This is an optimization exercise on Yosys and OpenROAD, whose aim is a short achievable clock period and few clock cycles, not a production implementation. The RTL was checked by simulation tests, not by an equivalence proof against the original design.

Setup of red:
// beebc_core
module beebc_core (
    input  wire       clk,
    input  wire       rst,         
    output wire [3:0] mem_addr,
    input  wire [7:0] mem_rdata,
    output wire [7:0] mem_wdata,
    output wire       mem_we,
    output wire [7:0] out,
    output wire       out_strobe,
    output wire       halted
);
    reg  [7:0] xir;
    reg        xv;          
    reg  [7:0] bop;         
    reg        bv;          
    reg x_lda, x_alu, x_sub, x_sta, x_ldi, x_out, x_hlt;    
    reg  [7:0] fir;
    reg [15:0] f_oh;        
    reg        fv;          
    reg  [3:0] fpc;
    reg  [3:0] fpc1;        
    reg  [3:0] fpc2;        
    reg [15:0] fpc1_oh;     
    reg        pend;        
    reg        pkind;       
    reg  [7:0] firb;
    reg [15:0] fb_oh;
    reg        fbv;
    reg  [3:0] fpcb;
    reg  [3:0] fpcb1;
    reg  [3:0] fpcb2;
    reg [15:0] fpcb1_oh;
    reg  [7:0] a;
    reg  [7:0] alu;
    reg  [7:0] out_r;
    reg        cf;
    reg        zf;
    reg        halted_r;    
    reg        halted_o;    
    reg        out_valid;   
    reg  [7:0] mc [0:15];
    reg [15:0] mv;
    reg  [3:0] pa;          
    reg        pwe;         
    reg        p_opnd;      
    reg        p_fill;      
    function [15:0] dec16;
        input [3:0] v;
        dec16 = 16'h0001 << v;
    endfunction
    function [15:0] rotl;
        input [15:0] v;
        rotl = {v[14:0], v[15]};
    endfunction
    function [15:0] rotr;
        input [15:0] v;
        rotr = {v[0], v[15:1]};
    endfunction
    function [7:0] sel8;
        input [15:0] oh;
        integer k;
        begin
            sel8 = 8'h00;
            for (k = 0; k < 16; k = k + 1)
  ...
make LEC_CHECK=0 ABC_CLOCK_PERIOD_IN_PS=2000 CAP_MARGIN=20 CORE_MARGIN=2 CORE_UTILIZATION=40 SETUP_SLACK_MARGIN=3.0 SLEW_MARGIN=20 finish   # period 5.0 ns
run.sh (not shown) runs the stock make flow with config.mk's settings and CLKGATE_MAP_FILE= SYNTH_SCRIPT=/design/flow/synth_recipe.tcl, a recipe that flattens the netlist after the stock synthesis.
Testbench counts of red, summed over its fixed seeds: cycles 26,090.
Changes in blue relative to red:
diff --git a/flow/design.v b/flow/design.v
--- a/flow/design.v
+++ b/flow/design.v
@@ -301,13 +301,12 @@
                     x_alu <= b_alu;
                     x_sub <= b_sub;
                     x_sta <= b_sta;
                     x_ldi <= b_ldi;
                     x_out <= b_out;
                     x_hlt <= b_hlt;
-                    bop   <= b_op;
                     bv    <= b_bv;
                     fv    <= b_fv;
                     f_oh  <= m2_oh;
                     fbv   <= 1'b0;
                     pend  <= b_pend;
                     pkind <= b_jz;
@@ -327,13 +326,12 @@
                     x_alu <= f_alu;
                     x_sub <= f_sub;
                     x_sta <= f_sta;
                     x_ldi <= f_ldi;
                     x_out <= f_out;
                     x_hlt <= f_hlt;
-                    bop   <= m1;
                     bv    <= m1ok;
                     if (jv) begin
                         f_oh <= f_oh_nx;
                         fv   <= use_a ? m1ok : m2okf;
                         pend <= j_pend;
                         pkind <= f_jz;
@@ -364,23 +362,23 @@
                         fpc2    <= ppc2;
                         fpc1_oh <= ppc1_oh;
                     end
                     halted_o <= halt_nx | (((jv & f_hlt) | early_a) & ~outv_nx);
                 end else begin
                     if (p_opnd) begin
-                        bop <= mem_rdata;
                         bv  <= 1'b1;
                     end
                     if (f_fill) begin
                         f_oh <= rd_oh;
                         fv   <= 1'b1;
                     end
                     halted_o <= halt_nx | (((xv & x_hlt) | early_h) & ~outv_nx);
                 end
             end
             a <= a_nx;
+            bop <= byp ? b_op : (advance ? m1 : mem_rdata);
             if (x_flags) begin
                 alu <= alu_next;
                 cf  <= ovf;
                 zf  <= z_new;
             end
             if (x_exec) begin
Results
met2 track utilization from global routing was lower in blue than in red. In blue, the first-pass GRT wire length came out 7.6% below the value in red. Compared with red, blue shows a lower floorplan die width. Post-cts gate resize count (blue / red): 0.940. Compared to red, the router laid down less metal wire for blue. Taking red as the reference point, the wire length on met1 of blue falls by 3700 um. Relative to red, number of antenna diodes decreased by 3 in blue. Looking at capture point of the worst path, the f_oh[11] result is from blue; the fpc1_oh[4] one comes from red. A uppermost layer routed of met5 is what red shows, while met4 belongs to blue. [compare] base=red new=blue: post-placement cell count went down by 145, worst path arrival time went down by 0.19 ns.
Testbench counts of blue, summed over its fixed seeds: cycles 26,090.

-- afterwards: timing with drivers on the ports --
The flow's constraints put no driver on any port. The routed layouts listed below were extracted and timed again, unchanged, in two steps.
Step 1: set_driving_cell puts a clkbuf_16 on clk and a buf_2 on each other input, an assumption about the parent block.
Step 2 also shifts input and output timing later by t, the mid clock arrival at the registers, as if the neighbouring blocks saw the same clock.
Three values: ideal, step 1, step 2; two values: the first two.
run	t (ns)	slack for setup (ns)	hold slack, ns
red	0.657	1.869 / 1.903 / 1.250	0.464 / 0.464 / 0.464
blue	0.631	1.919 / 1.919 / 1.463	0.463 / 0.463 / 0.463
After both steps setup and hold are still met in every run listed. For red, which loses most, drivers alone change the setup slack by +0.034 ns; drivers and shift together by -0.619 ns.
